What follows belongs to an exercise in optimizing a design on an open flow for a short achievable clock period and few clock cycles; a production flow would make more cautious choices. The RTL of this run was laid out without a check of its function. Power and IR drop assume default switching activity.

`design.v`:
```
module tcpu_core (
    input  wire        clk,
    input  wire        rst,
    output reg         mem_req,
    output reg         mem_we,
    output reg  [15:0] mem_addr,
    output reg  [7:0]  mem_wdata,
    input  wire        mem_gnt,
    input  wire        mem_rvalid,
    input  wire [7:0]  mem_rdata,
    input  wire        ev_post,
    input  wire [2:0]  ev_kind,
    input  wire [15:0] ev_payload,
    output reg         disk_req,
    output reg         disk_drive,
    output reg         disk_write,
    output reg  [15:0] disk_maddr,
    output reg  [15:0] disk_daddr,
    output reg         halted,
    output reg         waiting,
    output reg  [1:0]  halt_cause,
    input  wire [3:0]  dbg_sel,
    output reg  [15:0] dbg_data
);
    localparam [1:0] HC_NONE = 2'd0, HC_HALT = 2'd1, HC_BADOP = 2'd2, HC_BADDST = 2'd3;
    localparam [2:0] D_OP = 3'd0, D_OB = 3'd1, D_IA0 = 3'd2, D_IA1 = 3'd3,
                     D_IB0 = 3'd4, D_IB1 = 3'd5, D_OF0 = 3'd6, D_OF1 = 3'd7;
    localparam [1:0] T_F = 2'd0,    
                     T_X = 2'd1,    
                     T_D = 2'd2;    
    localparam [2:0] LIMIT = 3'd4;  
    reg  [15:0] x [0:7];    
    reg  [15:0] ipr;        
    reg  [2:0]  ev_k;
    reg  [15:0] ev_p;
    reg         rq_f;       
    reg         rq_x;       
    reg  [1:0]  tq [0:7];   
    reg  [3:0]  tcnt;
    reg  [7:0]  iq [0:3];   
    reg  [2:0]  iq_cnt;
    reg  [2:0]  fcred;      
    reg  [15:0] fp;         
    reg         fhold;      
    reg  [2:0]  dst;        
    reg  [15:0] dptr;       
    reg  [15:0] istart;     
    reg  [7:0]  op, ob;
    reg  [15:0] ia, ib, of;
    reg         e_v;
    reg         e_alu, e_not, e_neg, e_pop, e_push, e_jmp, e_call, e_ld, e_st,
                e_jcc, e_disk, e_ret, e_halt, e_wait, e_poll;
    reg  [2:0]  e_sub;      
    reg  [2:0]  e_ra, e_rb;
    reg         e_areg, e_breg;
    reg  [15:0] e_aimm, e_bimm, e_of, e_nip;
    reg         e_pt;       
    reg  [1:0]  mu_cnt;     
    reg         mu_we;
    reg  [15:0] mu_addr;
    reg  [15:0] mu_wd;
    reg         ld_busy, ld_word, ld_got, ld_ret;
    reg  [2:0]  ld_dst;
    reg  [7:0]  ld_lo;
    reg         sc_v;       
    reg  [15:0] sc_w;       
    reg  [15:0] sc_base;    
    reg         halting;
    reg         wt;         
    wire [7:0] head = iq[0];
    wire       have = (iq_cnt != 3'd0);
    wire [7:0]  op_m = (dst == D_OP) ? head : op;
    wire [7:0]  ob_m = (dst == D_OB) ? head : ob;
    wire [15:0] ia_m = {(dst == D_IA1) ? head : ia[15:8], (dst == D_IA0) ? head : ia[7:0]};
    wire [15:0] ib_m = {(dst == D_IB1) ? head : ib[15:8], (dst == D_IB0) ? head : ib[7:0]};
    wire [15:0] of_m = {(dst == D_OF1) ? head : of[15:8], (dst == D_OF0) ? head : of[7:0]};
    wire [3:0] cls = op_m[7:4];
    reg op_legal;
    always @* begin
        case (head[7:4])
            4'h0:    op_legal = (head[3:0] <= 4'd4);
            4'h1:    op_legal = ~head[3];
            4'h2:    op_legal = (head[3:0] <= 4'd5);
            4'h3:    op_legal = (head[1:0] != 2'd3);
            4'h4:    op_legal = (head[3:0] <= 4'd5);
            4'h5:    op_legal = (head[3:2] == 2'd0);
            default: op_legal = 1'b0;
        endcase
    end
    wire is_c0    = (cls == 4'h0);
    wire is_alu   = (cls == 4'h1);
    wire is_not   = (op_m == 8'h20);
    wire is_neg   = (op_m == 8'h21);
    wire is_pop   = (op_m == 8'h22);
    wire is_push  = (op_m == 8'h23);
    wire is_jmp   = (op_m == 8'h24);
    wire is_call  = (op_m == 8'h25);
    wire is_mem   = (cls == 4'h3);
    wire is_load  = is_mem & ~op_m[3];
    wire is_store = is_mem &  op_m[3];
    wire is_jcc   = (cls == 4'h4);
    wire is_disk  = (cls == 4'h5);
    wire is_ret   = (op_m == 8'h01);
    wire is_halt  = (op_m == 8'h02);
    wire is_wait  = (op_m == 8'h03);
    wire is_poll  = (op_m == 8'h04);
    wire a_dst = is_alu | is_not | is_neg | is_pop | is_load;
    wire a_src = is_store | is_jcc | is_disk;
    wire b_src = is_alu | is_push | is_jmp | is_call | is_mem | is_jcc | is_disk;
    wire [3:0] ca = ob_m[7:4];
    wire [3:0] cb = ob_m[3:0];
    wire [1:0] la = !a_src ? 2'd0 : (ca == 4'd13) ? 2'd1 : (ca == 4'd14) ? 2'd2 : 2'd0;
    wire [1:0] lb = !b_src ? 2'd0 : (cb == 4'd13) ? 2'd1 : (cb == 4'd14) ? 2'd2 : 2'd0;
    wire [1:0] lo = is_mem ? op_m[1:0] : 2'd0;
    reg       last;
    reg [2:0] dnext;
    always @* begin
        last  = 1'b0;
        dnext = D_OP;
        case (dst)
            D_OP:  begin last = is_c0; dnext = D_OB; end
            D_OB:  begin
                last  = (la == 2'd0) & (lb == 2'd0) & (lo == 2'd0);
                dnext = (la != 2'd0) ? D_IA0 : (lb != 2'd0) ? D_IB0 : D_OF0;
            end
            D_IA0: begin
                last  = (la == 2'd1) & (lb == 2'd0) & (lo == 2'd0);
                dnext = (la == 2'd2) ? D_IA1 : (lb != 2'd0) ? D_IB0 : D_OF0;
            end
            D_IA1: begin
                last  = (lb == 2'd0) & (lo == 2'd0);
                dnext = (lb != 2'd0) ? D_IB0 : D_OF0;
            end
            D_IB0: begin
                last  = (lb == 2'd1) & (lo == 2'd0);
                dnext = (lb == 2'd2) ? D_IB1 : D_OF0;
            end
            D_IB1: begin
                last  = (lo == 2'd0);
                dnext = D_OF0;
            end
            D_OF0: begin
                last  = (lo == 2'd1);
                dnext = D_OF1;
            end
            default: begin
                last  = 1'b1;
                dnext = D_OP;
            end
        endcase
    end
    reg [15:0] aimm, bimm;
    always @* begin
        case (ca)
            4'd9:  aimm = 16'h0001;
            4'd10: aimm = 16'h0002;
            4'd11: aimm = 16'h0003;
            4'd12: aimm = 16'h0004;
            4'd13: aimm = ia_m;
            4'd14: aimm = ia_m;
            4'd15: aimm = 16'hFFFF;
            default: aimm = 16'h0000;
        endcase
        case (cb)
            4'd9:  bimm = 16'h0001;
            4'd10: bimm = 16'h0002;
            4'd11: bimm = 16'h0003;
            4'd12: bimm = 16'h0004;
            4'd13: bimm = ib_m;
            4'd14: bimm = ib_m;
            4'd15: bimm = 16'hFFFF;
            default: bimm = 16'h0000;
        endcase
    end
    wire [15:0] d_nip = dptr + 16'd1;
    wire d_pred = cb[3] & (is_jmp | is_call | (is_jcc & (bimm <= dptr)));
    wire [15:0] xa = x[e_ra];
    wire [15:0] xb = x[e_rb];
    wire [15:0] sp = x[7];
    wire [15:0] va = e_areg ? xa : e_aimm;
    wire [15:0] vb = e_breg ? xb : e_bimm;
    reg [15:0] alu;
    always @* begin
        case (e_sub)
            3'd0: alu = xa + vb;
            3'd1: alu = xa - vb;
            3'd2: alu = xa ^ vb;
            3'd3: alu = xa & vb;
            3'd4: alu = xa | vb;
            3'd5: alu = (vb[15:4] != 12'd0) ? 16'h0000 : (xa << vb[3:0]);
            3'd6: alu = (vb[15:4] != 12'd0) ? 16'h0000 : (xa >> vb[3:0]);
            default: begin
                if ($signed(xa) > $signed(vb))      alu = 16'h0001;
                else if ($signed(xa) < $signed(vb)) alu = 16'hFFFF;
                else                                alu = 16'h0000;
            end
        endcase
    end
    wire t_eq = (va == 16'h0000);
    wire t_gt = (va == 16'h0001);
    wire t_lt = (va == 16'hFFFF);
    reg  taken;
    always @* begin
        case (e_sub)
            3'd0: taken = t_eq;
            3'd1: taken = ~t_eq;
            3'd2: taken = t_lt;
            3'd3: taken = t_gt;
            3'd4: taken = t_lt | t_eq;
            default: taken = t_gt | t_eq;
        endcase
    end
    wire e_memop = e_ld | e_st | e_push | e_pop | e_call | e_ret;
    wire e_go    = e_v & ~ld_busy & (~e_memop | (mu_cnt == 2'd0)) & ~sc_v & ~wt & ~halting;
    wire exe     = e_go;
    wire [15:0] sp_p2 = sp + 16'd2;
    wire [15:0] sp_m2 = sp - 16'd2;
    wire [15:0] ea    = (e_st ? va : vb) + e_of;
    wire        d_go   = exe & e_memop;
    wire        d_we   = e_st | e_push | e_call;
    wire        d_word = e_push | e_call | e_pop | e_ret | e_sub[2];
    wire [15:0] d_addr = (e_pop | e_ret) ? sp_p2 : (e_push | e_call) ? sp : ea;
    wire [15:0] d_wd   = e_call ? e_nip : vb;
    wire acc    = mem_req & mem_gnt;
    wire acc_rd = acc & ~mem_we;
    wire rfree  = ~mem_req | mem_gnt;      
    wire [1:0] rtag = tq[0];
    wire resp_f = mem_rvalid & (rtag == T_F);
    wire resp_d = mem_rvalid & (rtag == T_D);
    wire [15:0] sc_d   = sc_w + 16'd1 - sc_base;
    wire        sc_hit = sc_v & (sc_d[15:5] == 11'd0);
    wire        want   = e_jmp | e_call | (e_jcc & taken);
    wire        x_red  = exe & (e_jmp | e_call | e_jcc) & (want != e_pt);
    wire        r_go   = resp_d & ld_ret & (ld_got | ~ld_word);
    wire [15:0] r_tgt  = {mem_rdata, ld_lo};
    wire        xflush = x_red | r_go | sc_hit | (exe & e_ret);
    wire [15:0] x_tgt  = r_go ? r_tgt : sc_hit ? sc_base : want ? vb : e_nip;
    wire        kill   = xflush | (exe & e_halt);
    wire ex_free  = ~e_v | e_go;
    wire dec_run  = have & ~halting & ~kill;
    wire bad_op   = (dst == D_OP) & ~op_legal;
    wire bad_dst  = (dst == D_OB) & a_dst & head[7];
    wire bad_fire = dec_run & (bad_op | bad_dst) & ~e_v & ~sc_v & ~wt;
    wire cons     = dec_run & ~bad_op & ~bad_dst & (~last | ex_free);
    wire issue    = cons & last;
    wire d_red    = issue & d_pred;
    wire        flush  = xflush | d_red;
    wire [15:0] f_tgt  = xflush ? x_tgt : bimm;
    wire rd_room = (tcnt <= 4'd5);
    wire [2:0]  fcred_c = flush ? 3'd0 : (fcred - {2'd0, cons});
    wire [15:0] fp_c    = flush ? f_tgt : fp;
    wire fhold_c = (exe & e_ret) ? 1'b1 : r_go ? 1'b0 : fhold;
    wire f_ok    = ~fhold_c & ~halting & ~bad_fire & ~(exe & e_halt) &
                   (fcred_c < LIMIT) & rd_room;
    integer i;
    reg [3:0] tcnt_n;
    reg [1:0] ptag;
    reg [2:0] qn;
    always @(posedge clk) begin
        if (rst) begin
            mem_req    <= 1'b0;
            mem_we     <= 1'b0;
            mem_addr   <= 16'h0000;
            mem_wdata  <= 8'h00;
            rq_f       <= 1'b0;
            rq_x       <= 1'b0;
            tcnt       <= 4'd0;
            iq_cnt     <= 3'd0;
            fcred      <= 3'd0;
            fp         <= 16'h0000;
            fhold      <= 1'b0;
            dst        <= D_OP;
            dptr       <= 16'h0000;
            istart     <= 16'h0000;
            op         <= 8'h00;
            ob         <= 8'h00;
            ia         <= 16'h0000;
            ib         <= 16'h0000;
            of         <= 16'h0000;
            e_v        <= 1'b0;
            e_alu      <= 1'b0;
            e_not      <= 1'b0;
            e_neg      <= 1'b0;
            e_pop      <= 1'b0;
            e_push     <= 1'b0;
            e_jmp      <= 1'b0;
            e_call     <= 1'b0;
            e_ld       <= 1'b0;
            e_st       <= 1'b0;
            e_jcc      <= 1'b0;
            e_disk     <= 1'b0;
            e_ret      <= 1'b0;
            e_halt     <= 1'b0;
            e_wait     <= 1'b0;
            e_poll     <= 1'b0;
            e_sub      <= 3'd0;
            e_ra       <= 3'd0;
            e_rb       <= 3'd0;
            e_areg     <= 1'b0;
            e_breg     <= 1'b0;
            e_aimm     <= 16'h0000;
            e_bimm     <= 16'h0000;
            e_of       <= 16'h0000;
            e_nip      <= 16'h0000;
            e_pt       <= 1'b0;
            mu_cnt     <= 2'd0;
            mu_we      <= 1'b0;
            mu_addr    <= 16'h0000;
            mu_wd      <= 16'h0000;
            ld_busy    <= 1'b0;
            ld_word    <= 1'b0;
            ld_got     <= 1'b0;
            ld_ret     <= 1'b0;
            ld_dst     <= 3'd0;
            ld_lo      <= 8'h00;
            sc_v       <= 1'b0;
            sc_w       <= 16'h0000;
            sc_base    <= 16'h0000;
            halting    <= 1'b0;
            wt         <= 1'b0;
            halted     <= 1'b0;
            waiting    <= 1'b0;
            halt_cause <= HC_NONE;
            ipr        <= 16'h0000;
            ev_k       <= 3'd0;
            ev_p       <= 16'h0000;
            disk_req   <= 1'b0;
            disk_drive <= 1'b0;
            disk_write <= 1'b0;
            disk_maddr <= 16'h0000;
            disk_daddr <= 16'h0000;
            for (i = 0; i < 8; i = i + 1) begin
                x[i]  <= 16'h0000;
                tq[i] <= T_F;
            end
            for (i = 0; i < 4; i = i + 1)
                iq[i] <= 8'h00;
        end else begin
            tcnt_n = tcnt;
            if (mem_rvalid) begin
                for (i = 0; i < 7; i = i + 1)
                    tq[i] <= tq[i + 1];
                tcnt_n = tcnt_n - 4'd1;
            end
            if (flush) begin
                for (i = 0; i < 8; i = i + 1)
                    if (tq[i] == T_F) begin
                        if (mem_rvalid) begin
                            if (i > 0) tq[i - 1] <= T_X;
                        end else
                            tq[i] <= T_X;
                    end
            end
            if (acc_rd) begin
                ptag = ~rq_f ? T_D : (rq_x | flush) ? T_X : T_F;
                tq[tcnt_n[2:0]] <= ptag;
                tcnt_n = tcnt_n + 4'd1;
            end
            tcnt <= tcnt_n;
            if (flush) begin
                iq_cnt <= 3'd0;
            end else begin
                qn = iq_cnt;
                if (cons) begin
                    for (i = 0; i < 3; i = i + 1)
                        iq[i] <= iq[i + 1];
                    qn = qn - 3'd1;
                end
                if (resp_f) begin
                    iq[qn[1:0]] <= mem_rdata;
                    qn = qn + 3'd1;
                end
                iq_cnt <= qn;
            end
            if (cons) begin
                dptr <= d_nip;
                case (dst)
                    D_OP:  begin op <= head; istart <= dptr; end
                    D_OB:  ob <= head;
                    D_IA0: ia[7:0]  <= head;
                    D_IA1: ia[15:8] <= head;
                    D_IB0: ib[7:0]  <= head;
                    D_IB1: ib[15:8] <= head;
                    D_OF0: of[7:0]  <= head;
                    default: of[15:8] <= head;
                endcase
                dst <= last ? D_OP : dnext;
                if (last) begin
                    ia <= 16'h0000;
                    ib <= 16'h0000;
                    of <= 16'h0000;
                end
            end
            if (flush) begin
                ia   <= 16'h0000;
                ib   <= 16'h0000;
                of   <= 16'h0000;
                dst  <= D_OP;
                dptr <= f_tgt;
            end
            if (issue) begin
                e_v    <= 1'b1;
                e_alu  <= is_alu;
                e_not  <= is_not;
                e_neg  <= is_neg;
                e_pop  <= is_pop;
                e_push <= is_push;
                e_jmp  <= is_jmp;
                e_call <= is_call;
                e_ld   <= is_load;
                e_st   <= is_store;
                e_jcc  <= is_jcc;
                e_disk <= is_disk;
                e_ret  <= is_ret;
                e_halt <= is_halt;
                e_wait <= is_wait;
                e_poll <= is_poll;
                e_sub  <= op_m[2:0];
                e_ra   <= ca[2:0];
                e_rb   <= cb[2:0];
                e_areg <= ~ca[3];
                e_breg <= ~cb[3];
                e_aimm <= aimm;
                e_bimm <= bimm;
                e_of   <= of_m;
                e_nip  <= d_nip;
                e_pt   <= d_pred;
            end else if (e_go)
                e_v <= 1'b0;
            if (kill)
                e_v <= 1'b0;
            fhold <= fhold_c;
            if (rfree) begin
                if (mu_cnt != 2'd0 && (mu_we || rd_room)) begin
                    mem_req   <= 1'b1;
                    mem_we    <= mu_we;
                    mem_addr  <= mu_addr;
                    mem_wdata <= mu_wd[7:0];
                    rq_f      <= 1'b0;
                    rq_x      <= 1'b0;
                    mu_cnt    <= mu_cnt - 2'd1;
                    mu_addr   <= mu_addr + 16'd1;
                    mu_wd     <= {8'h00, mu_wd[15:8]};
                    fcred     <= fcred_c;
                    fp        <= fp_c;
                end else if (mu_cnt == 2'd0 && d_go && (d_we || rd_room)) begin
                    mem_req   <= 1'b1;
                    mem_we    <= d_we;
                    mem_addr  <= d_addr;
                    mem_wdata <= d_wd[7:0];
                    rq_f      <= 1'b0;
                    rq_x      <= 1'b0;
                    mu_cnt    <= {1'b0, d_word};
                    mu_we     <= d_we;
                    mu_addr   <= d_addr + 16'd1;
                    mu_wd     <= {8'h00, d_wd[15:8]};
                    fcred     <= fcred_c;
                    fp        <= fp_c;
                end else if (mu_cnt == 2'd0 && ~d_go && f_ok) begin
                    mem_req   <= 1'b1;
                    mem_we    <= 1'b0;
                    mem_addr  <= fp_c;
                    mem_wdata <= 8'h00;
                    rq_f      <= 1'b1;
                    rq_x      <= 1'b0;
                    fcred     <= fcred_c + 3'd1;
                    fp        <= fp_c + 16'd1;
                end else begin
                    mem_req   <= 1'b0;
                    mem_we    <= 1'b0;
                    rq_f      <= 1'b0;
                    rq_x      <= 1'b0;
                    fcred     <= fcred_c;
                    fp        <= fp_c;
                    if (d_go) begin
                        mu_cnt  <= d_word ? 2'd2 : 2'd1;
                        mu_we   <= d_we;
                        mu_addr <= d_addr;
                        mu_wd   <= d_wd;
                    end
                end
            end else begin
                if (flush & rq_f) rq_x <= 1'b1;
                fcred <= fcred_c;
                fp    <= fp_c;
                if (d_go) begin
                    mu_cnt  <= d_word ? 2'd2 : 2'd1;
                    mu_we   <= d_we;
                    mu_addr <= d_addr;
                    mu_wd   <= d_wd;
                end
            end
            sc_v    <= d_go & d_we;
            sc_w    <= d_addr;
            sc_base <= e_call ? vb : e_nip;
            if (d_go & ~d_we) begin
                ld_busy <= 1'b1;
                ld_word <= d_word;
                ld_got  <= 1'b0;
                ld_ret  <= e_ret;
                ld_dst  <= e_ra;
            end
            if (resp_d) begin
                if (ld_word & ~ld_got) begin
                    ld_lo  <= mem_rdata;
                    ld_got <= 1'b1;
                end else begin
                    ld_busy <= 1'b0;
                    if (!ld_ret)
                        x[ld_dst] <= ld_word ? {mem_rdata, ld_lo} : {8'h00, mem_rdata};
                end
            end
            disk_req <= exe & e_disk;
            if (exe & e_disk) begin
                disk_drive <= e_sub[0];
                disk_write <= e_sub[1];
                disk_maddr <= va;
                disk_daddr <= vb;
            end
            if (exe) begin
                ipr <= want ? vb : e_nip;
                if (e_alu)
                    x[e_ra] <= alu;
                else if (e_not)
                    x[e_ra] <= ~xa;
                else if (e_neg)
                    x[e_ra] <= 16'h0000 - xa;
                else if (e_pop | e_ret)
                    x[7] <= sp_p2;
                else if (e_push | e_call)
                    x[7] <= sp_m2;
                else if (e_halt) begin
                    halting    <= 1'b1;
                    halt_cause <= HC_HALT;
                end
            end
            if (r_go)
                ipr <= r_tgt;
            if (bad_fire) begin
                halting    <= 1'b1;
                halt_cause <= bad_op ? HC_BADOP : HC_BADDST;
                ipr        <= bad_op ? dptr : istart;
            end
            halted <= halting & (mu_cnt == 2'd0) & ~ld_busy & ~(mem_req & mem_we & ~mem_gnt);
            if (exe & (e_poll | (e_wait & (ev_k != 3'd0)))) begin
                x[0] <= {13'd0, ev_k};
                x[1] <= ev_p;
                ev_k <= 3'd0;
                ev_p <= 16'h0000;
            end
            if (exe & e_wait & (ev_k == 3'd0)) begin
                wt      <= 1'b1;
                waiting <= 1'b1;
            end
            if (wt) begin
                if (ev_k != 3'd0) begin
                    x[0] <= {13'd0, ev_k};
                    x[1] <= ev_p;
                    ev_k <= 3'd0;
                    ev_p <= 16'h0000;
                    wt      <= 1'b0;
                    waiting <= 1'b0;
                end else if (ev_post) begin
                    x[0] <= {13'd0, ev_kind};
                    x[1] <= ev_payload;
                    wt      <= 1'b0;
                    waiting <= 1'b0;
                end
            end
            if (ev_post & ~(wt & (ev_k == 3'd0))) begin
                ev_k <= ev_kind;
                ev_p <= ev_payload;
            end
        end
    end
    always @* begin
        case (dbg_sel)
            4'd0, 4'd1, 4'd2, 4'd3, 4'd4, 4'd5, 4'd6, 4'd7: dbg_data = x[dbg_sel[2:0]];
            4'd8:    dbg_data = ipr;
            default: dbg_data = 16'h0000;
        endcase
    end
endmodule
```
`run.sh`:
```
#!/bin/bash
# synth_recipe.tcl (not shown) runs the flow's synth.tcl, then flattens the netlist and writes it again
# the make line also repeats each setting of config.mk as NAME=value (left out here)
make -C /OpenROAD-flow-scripts/flow DESIGN_CONFIG=/design/flow/config.mk WORK_HOME=/design/flow/orfs CLKGATE_MAP_FILE= SYNTH_SCRIPT=/design/flow/synth_recipe.tcl finish
```
`config.mk`:
```
export PLATFORM = sky130hd
export DESIGN_NAME = tcpu_core
export DESIGN_NICKNAME = tcpu_core
export VERILOG_FILES = /design/flow/design.v
export SDC_FILE = /design/flow/constraint.sdc
export NUM_CORES = 4
export LEC_CHECK = 0
export ABC_CLOCK_PERIOD_IN_PS = 4000
export CAP_MARGIN = 20
export CORE_MARGIN = 2
export CORE_UTILIZATION = 30
export PLACE_DENSITY = 0.45
export SETUP_SLACK_MARGIN = 5
export SLEW_MARGIN = 20
export TNS_END_PERCENT = 100
```
`constraint.sdc`:
```
create_clock -name core_clock -period 10.0 [get_ports {clk}]
set_input_delay 2.0000 -clock core_clock [delete_from_list [all_inputs] [get_ports {clk}]]
set_output_delay 2.0000 -clock core_clock [all_outputs]
set_load 0.01 [all_outputs]
```
==> flow_summary.yaml <==
power_and_ir_drop:
  p_clk_share_pct: 15.8
  p_sw_mw: 9.10
  p_leak_nw: 19.5
  switching_share_pct: 50.6
  pwr-share-comb_pct: 66.1
  internal-power_mw: 8.88
  ir_worst_vdd_mv: 0.276
  power_mw: 18.0
  cellPowerDensity_nw_per_um2: 338
  p_seq_share_pct: 18.1
yosys:
  ys.flop_type: "dfxtp_1"
  ys_async_sr_fraction_pct: 0
  yosys_register_bits: 587
  synth-edff-count: 176
  yosys_warnings: 1
  syn_area_sq_um: 39500
  synth_top_area_share_pct: 20.8
  yosysSeqAreaShare_pct: 34.2
  synthCells: 4761
  synth.net_count: 4927
  synthTopCellsByArea: "dfxtp_1, edfxtp_1, nor2_1"
  syn_area_per_cell_sq_um: 8.30
  synth_cell_type_count: 115
  synth_area_leader_cell: "dfxtp_1"
run:
  drv_cap: 0
route:
  num_vias: 41000
  drt_wl_total_um: 200000
  wl_per_cell_um: 29.1
  vias_per_cell: 5.96
  drtIter0Drc: 4764
  drc: 0
  drtPass1Iterations: 6
  final_antenna_net_count: 0
timing:
  fin_ws_ns: 4.57
  slew_headroom_pct: 6.30
  finClkSkew_ns: 0.0367
  post-route-period-util_pct: 54.3
  tightest_slew_ns: 1.37
  whs_ns: 0.451
  fmax_mhz: 184
  final-setup-viol-count: 0
  slew_violations: 0
  min_period_ns: 5.43
  setup_tns_ns: 0
  rsz0062_at_grt: "yes"
  hold_viol: 0
cells_and_area:
  utilization_pct: 40.5
  final_common_cell: "nor2_1"
  fillers: 13300
  areaGrowthSynthToFinish_pct: 34.4
  nets: 5229
  mostFrequentLayoutCells: "nor2_1, nand2_1, dfxtp_1"
  final_layout_size_suffix_gt1_share_pct: 26.9
  design_area_sq_um: 53100
  fin_cells: 6882
clocking:
  htreeDepth: 3
  cts_hold_buf: 0
  cts_buffers: 75
  clockBufferDepth: 3
  clk_pin_slew_ns: 0.05
  cts.sinks: 587
  cts_root_buffer: "clkbuf_16"
  clk_latency_ns: 0.71
  cts_tree: "done"
floorplan:
  io_pins: 117
  rows: 133
  dieArea_sq_um: 135000
  core_area_sq_um: 131000
  die_y_um: 367
  fp.dieW_um: 367
  start_util_pct: 30.1
worst_setup_path:
  cp_max_fo: 8
  required_ns: 8.00
  crit_type: "in -> out"
  cp_slowest_cell: "mux4_2"
  crit_family: "multiplexers"
  slowest_delay_ns: 0.53
  cp-start-kind: "primary input"
  rr_endpoint: "x[0][3]$_DFFE_PP_"
  setup.worst_path.start: "dbg_sel[0]"
  r2r_slack_ns: 4.63
  worstRegToRegCells: 27
  worstPathArrival_ns: 3.43
  endpoint_kind: "output port"
  cp_num_buf_inv: 3
  cpMostUsedCell: "buf_16"
  path_cells: "buf_16, buf_16, mux4_2, mux2i_4, o21ai_4, buf_2"
global_routing:
  grt_usage_pct: 28.2
  grt_pass1_vias: 38300
  grt_pass1_wl_um: 280000
  grt-ovfl-total: 0
  grt_max_degree: 91
  antenna_found_initial: 11
place:
  dpl_cell_area_sq_um: 42700
  gp_congestion: 0.990
  dpl_worst_slack_ns: 1.92
  dp_hpwl_um: 135000
  dp_cells: 6380
  portBuffers: 116
min_path:
  min_path_type: "reg -> reg"
  holdPathEnd: "istart[4]$_SDFFE_PP0P_"
  min-delay-start: "istart[4]$_SDFFE_PP0P_"
  hold_depth: 2
run_status:
  status: "finished clean"
-- area by class of cell --
type / count / area (sq um) / share of cell area [%]
antenna: 1 / 2.50 / 0.00471
clock buffer: 97 / 2050 / 3.86
clock inverter: 43 / 482 / 0.907
inverter: 157 / 616 / 1.16
multi-input combinational: 3644 / 27800 / 52.4
sequential: 587 / 13500 / 25.5
tap: 1755 / 2200 / 4.13
timing repair buffer: 598 / 6400 / 12.0
-- registers in the layout, summed over array words and instances (netlist names), 16 cells and up, named ones only --
signal and flops:
disk_maddr 16, ib 16, istart 16, ev_p 16
of 16, disk_daddr 16, mu_wd 16, dptr 16
sc_w 16, e_bimm 16, e_nip 16, mem_addr 16
x 128, iq 32, sc_base 16, e_aimm 16
fp 16, mu_addr 16, e_of 16, ia 16
ipr 16, tq 16
-- power by group through the flow --
stage / combinational, mW / sequential [mW] / clock, mW
4_1_cts: 10.4 / 3.23 / 2.89
5_1_grt: 12.3 / 3.28 / 2.98
3_5_place_dp: 8.24 / 3.33 / 0
2_1_floorplan: 5.14 / 3.03 / 0
6_report: 11.9 / 3.25 / 2.85
3_3_place_gp: 8.26 / 3.34 / 0
-- worst max-delay path by stage --
stage	to	slack [ns]	depth (start not counted)
floorplan	fp[10]$_SDFF_PP0_	4.68	21
global placement	fp[14]$_SDFF_PP0_	2.03	20
detailed placement	fp[14]$_SDFF_PP0_	1.92	20
CTS	dbg_data[5]	4.58	6
global route	x[6][14]$_DFFE_PP_	4.55	27
finish	dbg_data[5]	4.57	6
-- layer usage --
layer  track usage [%]  wire [um]  up-vias
li1                  -          -    18200
met1              38.5      84200    20300
met2              42.6      86500     2158
met3              5.28      18400      431
met4              13.5      11000        4
met5                 0         34        -
-- what timing repair did --
item | 4_1_cts | 5_1_grt
gates resized for setup | 694 | 420
cloned | 25 | 15
setup endpoints to repair | 647 | 418
setup buffers | 236 | 85
pin swaps | 157 | 186
-- cell usage after synthesis (39+ instances only) --
cell	number
a211oi_1	161
a21oi_1	361
a22oi_1	68
a31oi_1	40
and2_1	46
and3_1	54
buf_1	40
buf_2	48
clkbuf_1	279
dfxtp_1	411
edfxtp_1	176
ha_1	127
inv_1	155
mux2i_1	216
mux4_2	89
nand2_1	446
nand3_1	174
nor2_1	608
nor2b_1	39
nor3_1	137
o211ai_1	41
o21ai_0	296
o22ai_1	48
xnor2_1	67
-- worst reg2reg max path, cell delays in order (launching register included) --
cell	delay, ns
dfxtp_4	0.45
buf_12	0.14
mux4_2	0.49
mux2_4	0.32
mux2i_4	0.20
buf_6	0.14
clkinvlp_4	0.19
buf_6	0.19
buf_6	0.11
ha_4	0.15
inv_2	0.05
fa_2	0.24
nand2b_4	0.08
a21oi_4	0.17
o21ai_2	0.08
a21oi_2	0.19
o21ai_2	0.08
a21oi_2	0.19
o21ai_2	0.11
a21boi_2	0.21
o21ai_4	0.11
a211oi_4	0.29
buf_6	0.15
buf_12	0.10
nand3_4	0.07
o211ai_1	0.17
buf_6	0.25
o22ai_4	0.13
-- cell families after synthesis --
logic type	after synthesis	share of synthesized area [%]
AOI/OAI and AO/OA	1358	22.3
xor gates and xnor gates	91	2.05
buffers and inverters	542	5.60
DFF	587	34.2
adders and majority gates	130	4.17
and+or+nand+nor	1709	20.0
muxes	344	11.8

separate check: timing with driven ports:
How much do the figures lean on ideal ports? The routed layout below was timed once more, with nothing changed but the port constraints.
Step 1: set_driving_cell puts a clkbuf_16 on clk and a buf_2 on each other input, an assumption about the parent block.
Step 2 adds t to the input delays and takes it off the output delays; t is the mean of the earliest and latest rising clock arrival at the registers after step 1. Input paths then give back, and output paths get back, about the clock's delay inside the block.
a / b / c = no drivers / after step 1 / after step 2; a / b = the first two.
t (ns): 0.763
setup WS [ns]: 4.573 / 4.478 / 4.204
hold WS [ns]: 0.451 / 0.451 / 0.451
latest minus earliest clock arrival (ns): 0.037 / 0.038
worst data-port slew with drivers (ns): 0.09
After both steps setup and hold are still met in this run. The setup slack of this run moves by -0.095 ns with the drivers and by -0.369 ns with both steps.
